This design comes from an exercise in tuning for small area on the open sky130 flow, not from production work.
Function was checked by simulation only, so behaviour that the tests miss may differ from the original.
No activity file was given, so power comes from the tool's default toggle rates.

$ cat design/flow/config.mk
export PLATFORM = sky130hd
export DESIGN_NAME = hp45_core
export DESIGN_NICKNAME = hp45_core
export VERILOG_FILES = /design/flow/design.v
export SDC_FILE = /design/flow/constraint.sdc
export NUM_CORES = 8
export LEC_CHECK = 0
export CAP_MARGIN = 20
export CORE_MARGIN = 2
export CORE_UTILIZATION = 25
export SLEW_MARGIN = 20
$ cat design/flow/constraint.sdc
create_clock -name core_clock -period 15.0 [get_ports {clk}]
set_input_delay 3.0000 -clock core_clock [delete_from_list [all_inputs] [get_ports {clk}]]
set_output_delay 3.0000 -clock core_clock [all_outputs]
set_load 0.01 [all_outputs]
$ cat design/flow/design.v
module hp45_core #(
    parameter integer A            = 8,
    parameter integer P            = 14,
    parameter integer C            = 4,
    parameter integer REGION_PAIRS = 144,
    parameter integer SETTLE       = 5,
    parameter integer TMR_TOP      = 3,
    parameter integer ALIGN        = 1
) (
    input  wire        clk,
    input  wire        rst,
    input  wire        tick,
    input  wire        cmd_valid,
    input  wire [15:0] cmd,
    input  wire [31:0] wdata,
    output reg         rsp_valid,
    output reg  [2:0]  rc,
    output reg  [31:0] rdata,
    output wire [7:0]  port0,
    output wire [7:0]  port1,
    output wire        irq
);
    localparam integer RP  = REGION_PAIRS;
    localparam integer PAT = A * P;
    localparam [2:0] RC_OK      = 3'd0;
    localparam [2:0] RC_FULL    = 3'd1;
    localparam [2:0] RC_EMPTY   = 3'd2;
    localparam [2:0] RC_BUSY    = 3'd3;
    localparam [2:0] RC_ILLEGAL = 3'd4;
    localparam [5:0] OP_NOP      = 6'h00;
    localparam [5:0] OP_LDPOS    = 6'h01;
    localparam [5:0] OP_LDPAT    = 6'h02;
    localparam [5:0] OP_ADD      = 6'h03;
    localparam [5:0] OP_NEXT     = 6'h04;
    localparam [5:0] OP_PEEKPOS  = 6'h05;
    localparam [5:0] OP_PEEKPAT  = 6'h06;
    localparam [5:0] OP_PKAPOS   = 6'h07;
    localparam [5:0] OP_PKAPAT   = 6'h08;
    localparam [5:0] OP_RDSPC    = 6'h09;
    localparam [5:0] OP_RDSPCMIN = 6'h0A;
    localparam [5:0] OP_WRSPC    = 6'h0B;
    localparam [5:0] OP_MERGED   = 6'h0C;
    localparam [5:0] OP_SETMODE  = 6'h0D;
    localparam [5:0] OP_GETMODE  = 6'h0E;
    localparam [5:0] OP_GETLOOP  = 6'h0F;
    localparam [5:0] OP_CLEARALL = 6'h10;
    localparam [5:0] OP_RESETRD  = 6'h11;
    localparam [5:0] OP_SETACT   = 6'h12;
    localparam [5:0] OP_SETPMODE = 6'h13;
    localparam [5:0] OP_SETSPLIT = 6'h20;
    localparam [5:0] OP_SETTMODE = 6'h21;
    localparam [5:0] OP_ENCODE   = 6'h22;
    localparam [5:0] OP_ENCIN    = 6'h23;
    localparam [5:0] OP_RDSTG    = 6'h24;
    localparam [5:0] OP_RDACT    = 6'h25;
    localparam [5:0] OP_DISPATCH = 6'h30;
    localparam [5:0] OP_ISBUSY   = 6'h31;
    localparam [5:0] OP_ACKDONE  = 6'h32;
    localparam [5:0] OP_SETIRQ   = 6'h33;
    localparam [5:0] OP_RDSTAT   = 6'h34;
    localparam [5:0] OP_RDXFER   = 6'h35;
    localparam [5:0] OP_RDPORT   = 6'h36;
    localparam [5:0] OP_RDTMR    = 6'h37;
    localparam [5:0] OP_RDELAP   = 6'h38;
    localparam [1:0] M_CLEARING = 2'd0;
    localparam [1:0] M_STATIC   = 2'd1;
    localparam [1:0] M_LOOPING  = 2'd2;
    localparam [1:0] D_IDLE     = 2'd0;
    localparam [1:0] D_ARMING   = 2'd1;
    localparam [1:0] D_INFLIGHT = 2'd2;
    function [P-1:0] split_mask(input integer k, input integer j);
        integer p;
        begin
            split_mask = {P{1'b0}};
            for (p = 0; p < P; p = p + 1)
                if (p % k == j) split_mask[p] = 1'b1;
        end
    endfunction
    reg [C*32-1:0]  slot_pos_q;
    reg [C*PAT-1:0] slot_pat_q;
    reg [15:0]      w_q;
    reg [15:0]      r0_q, r1_q;
    reg [1:0]       mode_q;
    reg [31:0]      loopcnt_q;
    reg             act0_q, act1_q;
    reg [1:0]       pmode_q;
    reg [31:0]      in_pos_q;
    reg [PAT-1:0]   in_pat_q;
    reg [2:0]       split_q;
    reg             tmode_q;
    reg [RP*16-1:0] stage_q;
    reg [RP*16-1:0] active_q;
    reg [1:0]       dstate_q;
    reg [15:0]      pidx_q;
    reg [15:0]      tmr_q;
    reg             trig_q;
    reg [31:0]      elapsed_q;
    reg             donep_q;
    reg             irqen_q;
    reg [15:0]      port_q;
    assign port0 = port_q[7:0];
    assign port1 = port_q[15:8];
    assign irq   = donep_q & irqen_q;
    wire [5:0] op   = cmd[15:10];
    wire       side = cmd[9];
    wire [4:0] aidx = cmd[8:4];
    wire [3:0] rsv  = cmd[3:0];
    reg op_known, uses_s, uses_idx;
    always @* begin
        op_known = (op <= 6'h13) || (op >= 6'h20 && op <= 6'h25) ||
                   (op >= 6'h30 && op <= 6'h38);
        uses_s   = (op >= OP_NEXT && op <= OP_RDSPC) || (op == OP_SETACT);
        uses_idx = (op == OP_LDPAT) || (op == OP_PEEKPAT) ||
                   (op == OP_PKAPAT) || (op == OP_MERGED);
    end
    wire illegal = !op_known || (rsv != 4'd0) || (!uses_s && side) ||
                   (!uses_idx && aidx != 5'd0) || (uses_idx && aidx >= A);
    function [15:0] inc_mod(input [15:0] x);
        inc_mod = (x == C - 1) ? 16'd0 : x + 16'd1;
    endfunction
    function [15:0] unread_of(input [15:0] w, input [15:0] r);
        reg [16:0] d;
        begin
            d = {1'b0, w} + C - {1'b0, r} - 17'd1;
            unread_of = (d >= C) ? d - C : d;
        end
    endfunction
    function [15:0] wspace_of(input [1:0] m, input [15:0] w, input [15:0] u0,
                              input [15:0] u1);
        wspace_of = (m == M_CLEARING) ? (C - 1 - ((u0 > u1) ? u0 : u1)) : (C - w);
    endfunction
    wire [15:0] unread0 = unread_of(w_q, r0_q);
    wire [15:0] unread1 = unread_of(w_q, r1_q);
    wire [15:0] unread_s = side ? unread1 : unread0;
    wire [15:0] wspace  = wspace_of(mode_q, w_q, unread0, unread1);
    wire [15:0] r_s   = side ? r1_q : r0_q;
    wire [15:0] nxt_s = inc_mod(r_s);
    wire contrib0 = act0_q && (pmode_q == 2'd0 || pmode_q == 2'd1);
    wire contrib1 = act1_q && (pmode_q == 2'd0 || pmode_q == 2'd2);
    wire [PAT-1:0] cur0_pat = slot_pat_q[r0_q * PAT +: PAT];
    wire [PAT-1:0] cur1_pat = slot_pat_q[r1_q * PAT +: PAT];
    wire [PAT-1:0] merged_pat = (contrib0 ? cur0_pat : {PAT{1'b0}}) |
                                (contrib1 ? cur1_pat : {PAT{1'b0}});
    wire [PAT-1:0] cur_s_pat = slot_pat_q[r_s * PAT +: PAT];
    wire [PAT-1:0] nxt_s_pat = slot_pat_q[nxt_s * PAT +: PAT];
    reg [15:0] nx_r0, nx_r1, nx_rsp;
    reg        nx_loop;
    always @* begin
        nx_r0 = side ? r0_q : inc_mod(r0_q);
        nx_r1 = side ? inc_mod(r1_q) : r1_q;
        nx_loop = (mode_q == M_LOOPING) && (unread_of(w_q, nx_r0) == 16'd0) &&
                  (unread_of(w_q, nx_r1) == 16'd0);
        if (nx_loop) begin
            nx_r0 = 16'd0;
            nx_r1 = 16'd0;
        end
        nx_rsp = unread_of(w_q, side ? nx_r1 : nx_r0);
    end
    wire [PAT-1:0] enc_pat = (op == OP_ENCIN) ? in_pat_q : merged_pat;
    wire [2:0]     enc_sel = {split_q[1:0] - 2'd1, tmode_q};    
    wire [8*RP*16-1:0] enc_all;
    genvar gc;
    generate
        for (gc = 0; gc < 8; gc = gc + 1) begin : g_combo
            localparam integer K  = gc / 2 + 1;
            localparam integer T  = gc % 2;
            localparam integer SL = 2 + K * (3 + T);    
            reg [RP*16-1:0] region;
            integer a, j;
            always @* begin
                region = {RP*16{1'b0}};
                for (a = 0; a < A; a = a + 1) begin
                    region[(a*SL)*16 +: 16] = 16'h4000;            
                    for (j = 0; j < K; j = j + 1) begin
                        region[(a*SL + 2 + j*(3+T))*16 +: 16] =
                            {{(16-P){1'b0}}, enc_pat[a*P +: P] & split_mask(K, j)};
                        region[(a*SL + 3 + j*(3+T))*16 +: 16] =
                            {1'b1, {(15-P){1'b0}}, enc_pat[a*P +: P] & split_mask(K, j)};
                        if (T == 1)
                            region[(a*SL + 4 + j*(3+T))*16 +: 16] =
                                {1'b1, {(15-P){1'b0}}, enc_pat[a*P +: P] & split_mask(K, j)};
                    end
                end
            end
            assign enc_all[gc*RP*16 +: RP*16] = region;
        end
    endgenerate
    reg [RP*16-1:0] enc_region;
    always @* begin
        case (enc_sel)
            3'd0:    enc_region = enc_all[0*RP*16 +: RP*16];
            3'd1:    enc_region = enc_all[1*RP*16 +: RP*16];
            3'd2:    enc_region = enc_all[2*RP*16 +: RP*16];
            3'd3:    enc_region = enc_all[3*RP*16 +: RP*16];
            3'd4:    enc_region = enc_all[4*RP*16 +: RP*16];
            3'd5:    enc_region = enc_all[5*RP*16 +: RP*16];
            3'd6:    enc_region = enc_all[6*RP*16 +: RP*16];
            default: enc_region = enc_all[7*RP*16 +: RP*16];
        endcase
    end
    wire [15:0] enc_len = A * (2 + split_q * (3 + tmode_q));
    wire busy = (dstate_q != D_IDLE) || (elapsed_q <= SETTLE);
    wire [31:0] stat = {14'd0, donep_q & irqen_q, 1'b1, trig_q, irqen_q, donep_q,
                        busy, dstate_q, tmode_q, split_q, act1_q, act0_q,
                        pmode_q, mode_q};
    wire idx_ok = (wdata < RP);
    wire [15:0] stage_rd  = stage_q[wdata[7:0] * 16 +: 16];
    wire [15:0] active_rd = active_q[wdata[7:0] * 16 +: 16];
    reg [2:0]  c_rc;
    reg [31:0] c_rdata;
    always @* begin
        c_rc    = RC_OK;
        c_rdata = 32'd0;
        if (illegal) begin
            c_rc = RC_ILLEGAL;
        end else begin
            case (op)
                OP_ADD:      if (wspace == 16'd0) c_rc = RC_FULL;
                             else c_rdata = wspace_of(mode_q, inc_mod(w_q),
                                                      unread_of(inc_mod(w_q), r0_q),
                                                      unread_of(inc_mod(w_q), r1_q));
                OP_NEXT:     if (unread_s == 16'd0) c_rc = RC_EMPTY;
                             else c_rdata = nx_rsp;
                OP_PEEKPOS:  c_rdata = slot_pos_q[r_s * 32 +: 32];
                OP_PEEKPAT:  c_rdata = cur_s_pat[aidx * P +: P];
                OP_PKAPOS:   if (unread_s == 16'd0) c_rc = RC_EMPTY;
                             else c_rdata = slot_pos_q[nxt_s * 32 +: 32];
                OP_PKAPAT:   if (unread_s == 16'd0) c_rc = RC_EMPTY;
                             else c_rdata = nxt_s_pat[aidx * P +: P];
                OP_RDSPC:    c_rdata = unread_s;
                OP_RDSPCMIN: c_rdata = (unread0 < unread1) ? unread0 : unread1;
                OP_WRSPC:    c_rdata = wspace;
                OP_MERGED:   c_rdata = merged_pat[aidx * P +: P];
                OP_SETMODE:  c_rdata = (wdata <= 32'd2);
                OP_GETMODE:  c_rdata = mode_q;
                OP_GETLOOP:  c_rdata = loopcnt_q;
                OP_SETACT:   c_rdata = (wdata <= 32'd1);
                OP_SETPMODE: c_rdata = (wdata <= 32'd2);
                OP_SETSPLIT: c_rdata = (wdata < 32'd1) ? 32'd1 :
                                       (wdata > 32'd4) ? 32'd4 : wdata;
                OP_SETTMODE: c_rdata = (wdata <= 32'd1);
                OP_ENCODE,
                OP_ENCIN:    c_rdata = {enc_len, RP[15:0]};
                OP_RDSTG:    if (!idx_ok) c_rc = RC_ILLEGAL;
                             else c_rdata = stage_rd;
                OP_RDACT:    if (!idx_ok) c_rc = RC_ILLEGAL;
                             else c_rdata = active_rd;
                OP_DISPATCH: if (busy) c_rc = RC_BUSY;
                OP_ISBUSY:   c_rdata = busy;
                OP_SETIRQ:   c_rdata = (wdata <= 32'd1);
                OP_RDSTAT:   c_rdata = stat;
                OP_RDXFER:   c_rdata = pidx_q;
                OP_RDPORT:   c_rdata = port_q;
                OP_RDTMR:    c_rdata = tmr_q;
                OP_RDELAP:   c_rdata = elapsed_q;
                default:     c_rdata = 32'd0;
            endcase
        end
    end
    wire do_cmd = cmd_valid && (c_rc == RC_OK);
    wire is_dispatch = do_cmd && (op == OP_DISPATCH);
    wire is_ackdone  = do_cmd && (op == OP_ACKDONE);
    wire [1:0] dstate_c = is_dispatch ? D_ARMING : dstate_q;
    wire       trig_c   = is_dispatch ? 1'b0 : trig_q;
    wire       donep_c  = is_ackdone ? 1'b0 : donep_q;
    reg [1:0]  t_dstate;
    reg [15:0] t_pidx;
    reg [15:0] t_tmr;
    reg        t_trig;
    reg [31:0] t_elapsed;
    reg        t_donep;
    reg [15:0] t_port;
    reg        t_edge, t_done;
    always @* begin
        t_dstate = dstate_c;
        t_pidx   = pidx_q;
        t_trig   = trig_c;
        t_donep  = donep_c;
        t_port   = port_q;
        t_done   = 1'b0;
        t_edge   = (tmr_q == TMR_TOP);
        t_tmr    = t_edge ? 16'd0 : tmr_q + 16'd1;
        case (dstate_c)
            D_IDLE: begin
                if (t_edge) t_trig = 1'b1;
            end
            D_ARMING: begin
                if (t_tmr == ALIGN) begin
                    t_tmr    = 16'd0;
                    t_trig   = 1'b0;
                    t_pidx   = 16'd0;
                    t_dstate = D_INFLIGHT;
                end else if (t_edge) begin
                    t_trig = 1'b1;
                end
            end
            D_INFLIGHT: begin
                if (t_edge) begin
                    t_port = active_q[pidx_q * 16 +: 16];
                    t_pidx = pidx_q + 16'd1;
                    if (pidx_q + 16'd1 == RP) begin
                        t_dstate = D_IDLE;
                        t_donep  = 1'b1;
                        t_done   = 1'b1;
                    end
                end
            end
            default: ;
        endcase
        if (t_done)
            t_elapsed = 32'd0;
        else if (elapsed_q <= SETTLE)
            t_elapsed = elapsed_q + 32'd1;
        else
            t_elapsed = SETTLE + 1;
    end
    always @(posedge clk) begin
        if (rst) begin
            slot_pos_q <= {C*32{1'b0}};
            slot_pat_q <= {C*PAT{1'b0}};
            w_q        <= 16'd1;
            r0_q       <= 16'd0;
            r1_q       <= 16'd0;
            mode_q     <= M_CLEARING;
            loopcnt_q  <= 32'd0;
            act0_q     <= 1'b1;
            act1_q     <= 1'b1;
            pmode_q    <= 2'd0;
            in_pos_q   <= 32'd0;
            in_pat_q   <= {PAT{1'b0}};
            split_q    <= 3'd1;
            tmode_q    <= 1'b0;
            stage_q    <= {RP*16{1'b0}};
            active_q   <= {RP*16{1'b0}};
            dstate_q   <= D_IDLE;
            pidx_q     <= 16'd0;
            tmr_q      <= 16'd0;
            trig_q     <= 1'b0;
            elapsed_q  <= SETTLE + 1;
            donep_q    <= 1'b0;
            irqen_q    <= 1'b0;
            port_q     <= 16'd0;
            rsp_valid  <= 1'b0;
            rc         <= 3'd0;
            rdata      <= 32'd0;
        end else begin
            rsp_valid <= cmd_valid;
            if (cmd_valid) begin
                rc    <= c_rc;
                rdata <= c_rdata;
            end
            if (do_cmd) begin
                case (op)
                    OP_LDPOS: in_pos_q <= wdata;
                    OP_LDPAT: in_pat_q[aidx * P +: P] <= wdata[P-1:0];
                    OP_ADD: begin
                        slot_pos_q[w_q * 32 +: 32]   <= in_pos_q;
                        slot_pat_q[w_q * PAT +: PAT] <= in_pat_q;
                        w_q <= inc_mod(w_q);
                    end
                    OP_NEXT: begin
                        r0_q <= nx_r0;
                        r1_q <= nx_r1;
                        if (nx_loop) loopcnt_q <= loopcnt_q + 32'd1;
                    end
                    OP_SETMODE:  if (wdata <= 32'd2) mode_q <= wdata[1:0];
                    OP_CLEARALL: begin
                        slot_pos_q <= {C*32{1'b0}};
                        slot_pat_q <= {C*PAT{1'b0}};
                        w_q        <= 16'd1;
                        r0_q       <= 16'd0;
                        r1_q       <= 16'd0;
                        loopcnt_q  <= 32'd0;
                    end
                    OP_RESETRD: begin
                        r0_q <= 16'd0;
                        r1_q <= 16'd0;
                    end
                    OP_SETACT: if (wdata <= 32'd1) begin
                        if (side) act1_q <= wdata[0];
                        else      act0_q <= wdata[0];
                    end
                    OP_SETPMODE: if (wdata <= 32'd2) pmode_q <= wdata[1:0];
                    OP_SETSPLIT: split_q <= (wdata < 32'd1) ? 3'd1 :
                                            (wdata > 32'd4) ? 3'd4 : wdata[2:0];
                    OP_SETTMODE: if (wdata <= 32'd1) tmode_q <= wdata[0];
                    OP_ENCODE,
                    OP_ENCIN:    stage_q <= enc_region;
                    OP_DISPATCH: active_q <= stage_q;
                    OP_SETIRQ:   if (wdata <= 32'd1) irqen_q <= wdata[0];
                    default: ;
                endcase
            end
            if (tick) begin
                dstate_q  <= t_dstate;
                pidx_q    <= t_pidx;
                tmr_q     <= t_tmr;
                trig_q    <= t_trig;
                elapsed_q <= t_elapsed;
                donep_q   <= t_donep;
                port_q    <= t_port;
            end else begin
                dstate_q <= dstate_c;
                trig_q   <= trig_c;
                donep_q  <= donep_c;
            end
        end
    end
endmodule
$ cat design/flow/run.sh
#!/bin/bash
# synth_recipe.tcl (not shown) runs the flow's synth.tcl, then flattens the netlist and writes it again
# the make line also repeats each setting of config.mk as NAME=value (left out here)
make -C /OpenROAD-flow-scripts/flow DESIGN_CONFIG=/design/flow/config.mk WORK_HOME=/design/flow/orfs CLKGATE_MAP_FILE= SYNTH_SCRIPT=/design/flow/synth_recipe.tcl finish
==> flow_summary.json <==
{
  "reg2reg_depth": 40,
  "core_mm2": 0.6900,
  "drv_slew": 0,
  "grt_max_degree": 205,
  "wirelength_um": 1018000,
  "clock_skew_ns": 0.09109,
  "synthTopCellsByArea": "dfxtp_1, nand2_1, mux4_2",
  "yosysMostFrequentCell": "nand2_1",
  "slew-limit-headroom_pct": 5.540,
  "p_per_area_mw_per_mm2": 86.64,
  "synth-seq-area-share_pct": 32.09,
  "synthArstFlopShare_pct": 0,
  "cts.repair.resized": 0,
  "crit_path_start": "w_q[2]",
  "clk_pin_slew_ns": 0.06,
  "slowest_delay_ns": 0.87,
  "drt-vias-per-instance": 6.286,
  "final_util_pct": 28.50,
  "htree_levels": 5,
  "via_count": 196000,
  "synth_cells": 22500,
  "die_h_um": 836.4,
  "max_freq_mhz": 69.42,
  "numPortBuffers": 104,
  "synth_ff_type": "dfxtp_1",
  "hold_violations": 0,
  "dp_slack_ns": 0.6322,
  "drive_gt1_share_pct": 11.56,
  "clock-sinks": 2777,
  "min_from": "stage_q[129]",
  "die_w_um": 836.4,
  "cts_buffers": 313,
  "grt_setup_unrepaired": "false",
  "outcome": "no timing/DRC/antenna violations",
  "cts_tree": "built",
  "setup_viol": 0,
  "cts_root_buf": "clkbuf_16",
  "min_period_ns": 14.41,
  "fin_ws_ns": 0.5942,
  "synthDistinctLibCells": 113,
  "vdd_ir_drop_max_mv": 0.09644,
  "yosys-top-cells-count": "nand2_1, dfxtp_1, a21oi_1",
  "globalRouteTotalUtil_pct": 27.33,
  "clock_path_buffers": 4,
  "synthMuxAreaShare_pct": 13.50,
  "required_ns": 15.97,
  "hold_depth": 2,
  "overflow": 0,
  "die_area_mm2": 0.6996,
  "ctsHoldBuffers": 0,
  "worstSkewPairLatency_ns": 1.08,
  "critPathKind": "reg2reg",
  "first_pass_iters": 13,
  "drc": 0,
  "area_growth_pct": 13.52,
  "fillers": 74720,
  "worstHoldPathType": "reg2reg",
  "syn_area_per_cell_um2": 7.699,
  "num_rows": 305,
  "p_leak_nw": 63.35,
  "synth_simple_gate_area_share_pct": 22.06,
  "grt_pass1_vias": 175500,
  "synth_seq_cells": 2777,
  "synth_top_area_share_pct": 32.09,
  "drv_cap": 0,
  "gp_congestion": 1.061,
  "critical_path.max_fanout": 204,
  "cts_setup_buffers": 0,
  "worst_pin_slew_ns": 1.417,
  "slowest_stage": "xor2_1",
  "hpwl_um": 688600,
  "reg2reg_from": "w_q[2]",
  "grt_pass1_wl_um": 1398000,
  "synth_top_family_by_area": "compound AO/OA/AOI/OAI gates",
  "first_iter_violations": 34960,
  "end_kind": "register",
  "initial_core_util_pct": 25.11,
  "final_nets": 21930,
  "synth_compound_area_share_pct": 23.56,
  "final_antenna_net_count": 0,
  "yosys.area_share.adder_pct": 2.035,
  "cp-start-kind": "register",
  "synth_edf_count": 0,
  "placed_cells": 30500,
  "fin_cells": 31180,
  "yosysWarnings": 1,
  "synth_nets": 22820,
  "fin_crit_sh_pct": 96.04,
  "setup_tns_ns": 0,
  "synthXorXnorAreaFrac_pct": 1.562,
  "antenna_found_initial": 118,
  "arrival_ns": 15.38,
  "wl_per_cell_um": 32.65,
  "synth_top_area_cell": "dfxtp_1",
  "syn_area_mm2": 0.1732,
  "io_pins": 105
}
kinds of logic (layout without fill, tap and decap cells):
kind of cell	after synthesis	after routing
buf+inv	2290	1653
other cells	1	108
flops	2777	2777
simple gates	8996	8996
mux	1363	1363
xor+xnor	309	309
fa+ha+maj	265	265
compound gates	6497	6497
flip-flops by register name (all words and copies together) (netlist names), 2 cells and up:
register,cells
in_pat_q,112
elapsed_q,32
r1_q,16
slot_pos_q,128
r0_q,16
w_q,16
loopcnt_q,32
pmode_q,2
rdata,32
dstate_q,2
in_pos_q,32
active_q,923
tmr_q,16
rc,3
port_q,16
pidx_q,16
slot_pat_q,448
mode_q,2
stage_q,923
split_q,3
worst max-delay path, delay by kind of cell (launching register included):
kind,cells,cell delay (ns)
muxes,1,0.39
buffers and inverters,5,2.42
AOI/OAI and AO/OA,19,5.69
DFF,1,0.69
and+or+nand+nor,8,1.78
adders and majority gates,4,1.65
xor gates and xnor gates,3,1.21
final timing paths:
kind / endpoint / slack, ns
setup / recovery: active_q[1286] / 0.59
hold / removal: active_q[129] / 0.40
setup reg to reg: active_q[1286] / 0.59
hold reg to reg: active_q[129] / 0.40
cell usage in the layout, fill, tap and decap left out, drive strengths merged, types with 107 or more instances in the layout:
cell	instances
ha	237
nand3	573
nor4	158
dfxtp	2777
and3	186
buf	770
clkbuf	444
inv	228
a211oi	250
nand2	4613
diode	107
a22oi	244
o21ai	1126
xnor2	212
nor2	1965
mux2	112
a21oi	2659
nor3	960
mux4	768
a22o	435
o22ai	300
o211ai	144
mux2i	483
a311oi	178
a221oi	289
a31oi	190
through the flow:
stage / area, um^2 / power [mW] / hold WS, ns
floorplan: 173200 / 8.152 / 0.4319
global placement: 185200 / 8.655 / 0.4415
detailed placement: 185300 / 8.657 / 0.4459
CTS: 196100 / 16.90 / 0.4180
global route: 196400 / 17.27 / 0.4317
finish: 196600 / 17.04 / 0.4036
report_power, final:
group | leakage [nW] | internal, mW | total (mW) | switching (mW)
combinational | 35.7 | 0.262 | 1.22 | 0.954
sequential | 22.4 | 7.37 | 7.37 | 0.00195
clock | 5.32 | 4.77 | 8.45 | 3.67
final cells by class:
type                    instances  area [um^2]  share of cell area, %
diodes                        107        267.8                 0.1362
clock buffers                 443         9141                  4.649
clock inverters               123         1645                 0.8367
inverters                     226        872.1                 0.4435
multi-input cells           17430       110200                  56.04
flip-flops and latches       2777        55650                  28.30
well taps                    9210        11520                  5.860
repair buffers                861         7350                  3.738
routing by layer:
| metal | track usage, % | vias to the layer above | routed length [um] |
|---|---|---|---|
| met5 | 0.8604 | - | 1173 |
| li1 | - | 80070 | - |
| met1 | 33.40 | 94940 | 367800 |
| met4 | 19.52 | 84 | 91020 |
| met3 | 12.61 | 4388 | 161200 |
| met2 | 37.44 | 16510 | 396900 |

what the ideal ports hide:
Ports are ideal in the flow. The routed layout listed here was re-timed in OpenROAD.
Step 1 (the two cells are an assumption about what drives the block):
set clk [get_ports {clk}]
set_driving_cell -lib_cell sky130_fd_sc_hd__clkbuf_16 $clk
set_driving_cell -lib_cell sky130_fd_sc_hd__buf_2 [delete_from_list [all_inputs] $clk]
Step 2 adds t to the input delays and takes it off the output delays; t is the mean of the earliest and latest rising clock arrival at the registers after step 1. Input paths then give back, and output paths get back, about the clock's delay inside the block.
Three values: ideal, step 1, step 2; two values: the first two.
t (ns): 1.173
slack for setup (ns): 0.594 / 0.594 / 0.594
worst data-port slew with drivers (ns): 0.27
After both steps this run still meets setup and hold. The setup slack of this run moves by 0.000 ns with the drivers and by 0.000 ns with both steps.
